This is an optimization exercise on Yosys and OpenROAD, whose aim is small area, a short achievable clock period and few clock cycles per item, not a production implementation. In this exercise RTL edits were held to simulation tests only and were not proved equivalent to the original. Power and IR drop assume default switching activity.

[flow/design.v]
module hdr_rowdec (
    input  wire        clk,
    input  wire        rst,           
    input  wire        cmd_valid,
    output wire        cmd_ready,
    input  wire [5:0]  cmd_len,       
    input  wire        cmd_first,     
    input  wire        in_valid,
    output wire        in_ready,
    input  wire [7:0]  in_byte,
    output reg         done,          
    output reg  [1:0]  err,           
    output wire        busy,
    input  wire [4:0]  rd_addr,
    output wire [31:0] rd_data
);
    localparam [3:0] S_IDLE = 4'd0, S_PEEK = 4'd1, S_MARK = 4'd2, S_LEG = 4'd3,
                     S_LRUN = 4'd4, S_CTRL = 4'd5, S_RVAL = 4'd6, S_RFILL = 4'd7,
                     S_LIT = 4'd8, S_FIN = 4'd9;
    localparam [1:0] E_OK = 2'd0, E_OVERRUN = 2'd2, E_NOPREV = 2'd3;
    reg [3:0]  state;
    reg [31:0] row [0:31];
    reg [31:0] prevpix;
    reg        prev_valid;
    reg [5:0]  len;
    reg [5:0]  pos;           
    reg [1:0]  plane;
    reg [1:0]  bcnt;          
    reg [23:0] quad;          
    reg        shifted;       
    reg [7:0]  left;          
    reg [7:0]  val;           
    reg [31:0] src;           
    assign cmd_ready = (state == S_IDLE);
    assign busy = (state != S_IDLE);
    assign rd_data = row[rd_addr];
    wire take = in_valid && in_ready;
    assign in_ready = (state == S_MARK) || (state == S_LEG) || (state == S_CTRL) ||
                      (state == S_RVAL) || (state == S_LIT);
    wire [6:0] room = {1'b0, len} - {1'b0, pos};       
    wire [31:0] qpix = {in_byte, quad[23:16], quad[15:8], quad[7:0]};
    wire        is_marker = (quad[7:0] == 8'd1) && (quad[15:8] == 8'd1) && (quad[23:16] == 8'd1);
    always @(posedge clk) begin
        done <= 1'b0;
        if (rst) begin
            state <= S_IDLE;
            prev_valid <= 1'b0;
            err <= E_OK;
        end else begin
            case (state)
                S_IDLE: if (cmd_valid) begin
                    len <= cmd_len;
                    pos <= 6'd0;
                    plane <= 2'd0;
                    bcnt <= 2'd0;
                    shifted <= 1'b0;
                    if (cmd_first) prev_valid <= 1'b0;
                    state <= (cmd_len < 6'd8) ? S_LEG : S_PEEK;
                end
                S_PEEK: if (in_valid) begin
                    state <= (in_byte == 8'h02) ? S_MARK : S_LEG;
                end
                S_MARK: if (take) begin
                    bcnt <= bcnt + 2'd1;
                    if (bcnt != 2'd3) quad <= {in_byte, quad[23:8]};
                    else begin
                        bcnt <= 2'd0;
                        if (quad[15:8] != 8'h02 || quad[23]) begin
                            row[0] <= {in_byte, quad[23:16], quad[15:8], 8'h02};
                            pos <= 6'd1;
                            state <= S_LEG;
                        end else begin
                            state <= S_CTRL;
                        end
                    end
                end
                S_LEG: if (take) begin
                    bcnt <= bcnt + 2'd1;
                    if (bcnt != 2'd3) quad <= {in_byte, quad[23:8]};
                    else if (!is_marker) begin
                        row[pos[4:0]] <= qpix;
                        pos <= pos + 6'd1;
                        shifted <= 1'b0;
                        if (pos + 6'd1 == len) state <= S_FIN;
                    end else begin
                        shifted <= 1'b1;
                        if (in_byte != 8'd0) begin
                            if (shifted || {1'b0, in_byte} > {2'b00, room})
                                begin state <= S_IDLE; done <= 1'b1; err <= E_OVERRUN; prev_valid <= 1'b0; end
                            else if (pos == 6'd0 && !prev_valid)
                                begin state <= S_IDLE; done <= 1'b1; err <= E_NOPREV; prev_valid <= 1'b0; end
                            else begin
                                src <= (pos == 6'd0) ? prevpix : row[pos[4:0] - 5'd1];
                                left <= in_byte;
                                state <= S_LRUN;
                            end
                        end
                    end
                end
                S_LRUN: begin
                    row[pos[4:0]] <= src;
                    pos <= pos + 6'd1;
                    left <= left - 8'd1;
                    if (left == 8'd1) state <= (pos + 6'd1 == len) ? S_FIN : S_LEG;
                end
                S_CTRL: if (take) begin
                    if (in_byte > 8'd128) begin
                        if ({1'b0, in_byte - 8'd128} > {2'b00, room}) begin state <= S_IDLE; done <= 1'b1; err <= E_OVERRUN; prev_valid <= 1'b0; end
                        else begin
                            left <= in_byte - 8'd128;
                            state <= S_RVAL;
                        end
                    end else if ({1'b0, in_byte} > {2'b00, room}) begin
                        begin state <= S_IDLE; done <= 1'b1; err <= E_OVERRUN; prev_valid <= 1'b0; end
                    end else if (in_byte != 8'd0) begin
                        left <= in_byte;
                        state <= S_LIT;
                    end
                end
                S_RVAL: if (take) begin
                    val <= in_byte;
                    state <= S_RFILL;
                end
                S_RFILL: begin
                    case (plane)
                        2'd0: row[pos[4:0]][7:0]   <= val;
                        2'd1: row[pos[4:0]][15:8]  <= val;
                        2'd2: row[pos[4:0]][23:16] <= val;
                        default: row[pos[4:0]][31:24] <= val;
                    endcase
                    pos <= pos + 6'd1;
                    left <= left - 8'd1;
                    if (left == 8'd1) begin
                        state <= S_CTRL;
                        if (pos + 6'd1 == len) begin
                            pos <= 6'd0;
                            plane <= plane + 2'd1;
                            if (plane == 2'd3) state <= S_FIN;
                        end
                    end
                end
                S_LIT: if (take) begin
                    case (plane)
                        2'd0: row[pos[4:0]][7:0]   <= in_byte;
                        2'd1: row[pos[4:0]][15:8]  <= in_byte;
                        2'd2: row[pos[4:0]][23:16] <= in_byte;
                        default: row[pos[4:0]][31:24] <= in_byte;
                    endcase
                    pos <= pos + 6'd1;
                    left <= left - 8'd1;
                    if (left == 8'd1) begin
                        state <= S_CTRL;
                        if (pos + 6'd1 == len) begin
                            pos <= 6'd0;
                            plane <= plane + 2'd1;
                            if (plane == 2'd3) state <= S_FIN;
                        end
                    end
                end
                S_FIN: begin
                    prevpix <= row[len[4:0] - 5'd1];
                    prev_valid <= 1'b1;
                    done <= 1'b1;
                    err <= E_OK;
                    state <= S_IDLE;
                end
                default: state <= S_IDLE;
            endcase
        end
    end
endmodule
[flow/run.sh]
#!/bin/bash
# synth_recipe.tcl (not shown) runs the flow's synth.tcl, then flattens the netlist and writes it again
# the make line also repeats each setting of config.mk as NAME=value (left out here)
make -C /OpenROAD-flow-scripts/flow DESIGN_CONFIG=/design/flow/config.mk WORK_HOME=/design/flow/orfs CLKGATE_MAP_FILE= SYNTH_SCRIPT=/design/flow/synth_recipe.tcl finish
[flow/config.mk]
export PLATFORM = sky130hd
export DESIGN_NAME = hdr_rowdec
export DESIGN_NICKNAME = hdr_rowdec
export VERILOG_FILES = /design/flow/design.v
export SDC_FILE = /design/flow/constraint.sdc
export NUM_CORES = 4
export LEC_CHECK = 0
export CAP_MARGIN = 20
export CORE_MARGIN = 2
export CORE_UTILIZATION = 40
export SLEW_MARGIN = 20
[flow/constraint.sdc]
create_clock -name core_clock -period 10.0 [get_ports {clk}]
set_input_delay 2.0000 -clock core_clock [delete_from_list [all_inputs] [get_ports {clk}]]
set_output_delay 2.0000 -clock core_clock [all_outputs]
set_load 0.01 [all_outputs]
==> results.py <==
metrics = {
    "outcome": {
        "status": "timing/DRC/antenna clean",
    },
    "yosys": {
        "synthDistinctLibCells": 82,
        "yosys-top-cells-area": "edfxtp_1 55%, mux4_2 35%, mux2_2 1.3%",
        "synth_top_area_share_pct": 54.9,
        "synth_edf_count": 1145,
        "syn_avg_cell_area_sq_um": 19.7,
        "async_reset_ff_share_pct": 0,
        "synth_top_area_cell": "edfxtp_1",
        "yosysSeqAreaShare_pct": 55.2,
        "synth_common_cells": "1145 x edfxtp_1, 960 x mux4_2, 141 x clkbuf_1",
        "synth-seq-cells": 1153,
        "syn-cell-area_sq_um": 62600,
        "synthFlopType": "edfxtp_1",
        "synthMostInstantiatedCell": "edfxtp_1",
        "yosysWarnings": 1,
        "synthCells": 3176,
        "synth_fp_nets": 3224,
    },
    "power_and_ir_drop": {
        "p_per_area_nw_per_um2": 208,
        "p_total_w": 0.0148,
        "ir_drop_mv": 0.277,
        "p_leak_nw": 22.2,
    },
    "place": {
        "pre_cts_slack_ps": 2720,
        "gp_congestion": 0.891,
        "portBuffers": 61,
        "hpwlAfterDp_um": 120000,
        "placed_cells": 5180,
    },
    "timing": {
        "tightest_slew_ps": 1200,
        "clock.fmax_mhz": 138,
        "fin_skew_ps": 38.2,
        "rsz0062_at_grt": "false",
        "slew_headroom_pct": 19.9,
        "period_needed_ps": 7240,
        "period_share_pct": 72.4,
        "fin_ws_ps": 2760,
        "finalSetupViolations": 0,
        "setup_tns_ps": 0,
        "finalHoldViolations": 0,
        "drv_slew": 0,
    },
    "routing": {
        "ant_nets": 0,
        "routed_wl_um": 200000,
        "vias": 37700,
        "drc": 0,
        "vias_per_cell": 6.95,
        "drt-initial-drc-count": 5394,
        "routedWlPerCell_um": 36.8,
        "first_pass_iters": 6,
    },
    "hold_path": {
        "hp-class": "flop to flop",
    },
    "critical_path": {
        "cp-start-kind": "primary input",
        "crit_required_ps": 8000,
        "crit_path_max_fanout": 85,
        "critPathKind": "primary input to output port",
        "critPathArrivalTime_ps": 5240,
        "end_kind": "output port",
    },
    "cells_and_area": {
        "layout-drive-gt1-share_pct": 45.4,
        "syn_to_final_growth_pct": 13.5,
        "num-nets-final": 3305,
        "fillers": 12900,
        "final_cell_count_no_fill": 5425,
    },
    "clock_tree": {
        "clk_pin_slew_ps": 50,
        "htreeDepth": 4,
        "hold_buffers": 0,
        "clockBufferDepth": 3,
        "clock_sinks": 1153,
        "cts_tree": "built",
        "cts_resized": 0,
        "cts_setup_buffers": 0,
        "cts-root-buf": "clkbuf_16",
        "numCtsBuffers": 131,
        "insertion_delay_ps": 790,
    },
    "floorplanning": {
        "ios": 62,
        "fp.dieH_um": 400,
        "start_util_pct": 40.2,
        "die_w_um": 400,
        "coreArea_sq_um": 156000,
        "die_area_sq_um": 160000,
        "num_rows": 145,
    },
    "global_routing": {
        "grt_pass1_wl_um": 284000,
        "grt_overflow": 0,
        "gr-usage-all-layers_pct": 25.1,
        "antenna_found_initial": 3,
        "grt_pass1_vias": 37800,
        "grt_max_degree": 146,
    },
    "flow_run": {
        "cap_violations": 0,
    },
}
## layout by cell type (no fill, tap or decap), drive strengths merged, types with 27 or more instances in the layout
cell type,count
buf,178
o21ai,46
nor3,104
edfxtp,1145
nand2,85
mux2i,67
mux2,72
clkinv,56
mux4,960
inv,27
clkbuf,154
nor2,119
a21oi,66
clkdlybuf4s50,56
## worst max-delay path, cell delays in order
cell and delay, ps:
buf_8 590, buf_4 720, mux4_2 420, mux4_2 550, mux2_2 320, clkdlybuf4s50_1 490
## area by class of cell
| class | count | area [sq um] | area share, % |
|---|---|---|---|
| Sequential cell | 1153 | 34500 | 48.6 |
| Multi-Input combinational cell | 1714 | 27400 | 38.5 |
| Clock buffer | 154 | 3470 | 4.88 |
| Tap cell | 2058 | 2570 | 3.62 |
| Timing Repair Buffer | 234 | 2050 | 2.89 |
| Clock inverter | 87 | 968 | 1.36 |
| Inverter | 23 | 86.3 | 0.121 |
| Antenna cell | 2 | 5.00 | 0.00704 |
## per-stage QoR
step                      hold WS [ps]  util [%]  area, sq um
after CTS                          466      45.5        70900
final                              461      45.6        71100
after global placement             461      42.6        66400
after floorplan                    440         -        62600
after global routing               479      45.6        71100
after detailed placement           459      42.7        66500
## registers in the layout, summed over array words and instances (netlist names)
signal      count
prev_valid      1
state           4
quad           24
left            8
val             8
prevpix        32
pos             6
done            1
plane           2
shifted         1
err             2
src            32
len             6
row          1024
bcnt            2
## power breakdown
group | internal, W | switching [W]
registers | 0.00539 | 0.0000460
logic | 0.00203 | 0.00233
clock network | 0.00296 | 0.00205
## path summary, 6_finish.rpt
kind / from / end / cells past startpoint / slack, ps
worst min-delay path: err[0]$_SDFFE_PP0P_ / err[0]$_SDFFE_PP0P_ / 2 / 460
worst max-delay path: rd_addr[1] / rd_data[27] / 6 / 2760
worst min register to register: err[0]$_SDFFE_PP0P_ / err[0]$_SDFFE_PP0P_ / 2 / 460
worst max register to register: state[1]$_SDFFE_PP0P_ / row[0][20]$_DFFE_PP_ / 8 / 4850
## cells by family (layout without fill, tap and decap cells)
logic type,count (synthesis),count (layout),share of synthesized area (%)
DFF,1153,1153,55.2
other,0,2,0
adders and majority gates,24,24,0.492
buffers and inverters,309,498,2.12
AOI/OAI and AO/OA,169,169,1.65
xor gates and xnor gates,29,29,0.462
and+or+nand+nor,393,393,3.21
muxes,1099,1099,36.9
## per-layer routing
metal	GRT usage (%)	share of wire [%]
met3	6.39	11
met1	33.1	37
met4	10.0	4.3
met5	0.545	0.071
met2	39.9	48
Testbench counts, summed over its fixed seeds: cycles 319,081, rows 2,400.

-- static timing again, ports no longer ideal --
Ports are ideal in the flow. The routed layout listed here was re-timed in OpenROAD.
Step 1: set_driving_cell puts a clkbuf_16 on clk and a buf_2 on each other input, an assumption about the parent block.
Step 2, shift: input delay + t, output delay - t, t = (earliest + latest rising clock arrival at the registers) / 2. This alone moves slack from input paths to output paths.
a / b / c = ideal ports / drivers / drivers and shift; a / b = the first two.
t (ns): 0.847
setup slack, ns: 2.760 / 2.715 / 2.715
worst hold slack (ns): 0.461 / 0.461 / 0.461
clock arrival spread, ns: 0.047 / 0.047
worst data-port slew with drivers (ns): 0.07
After both steps setup and hold are still met in this run. For this run, drivers alone change the setup slack by -0.045 ns; drivers and shift together by -0.045 ns.
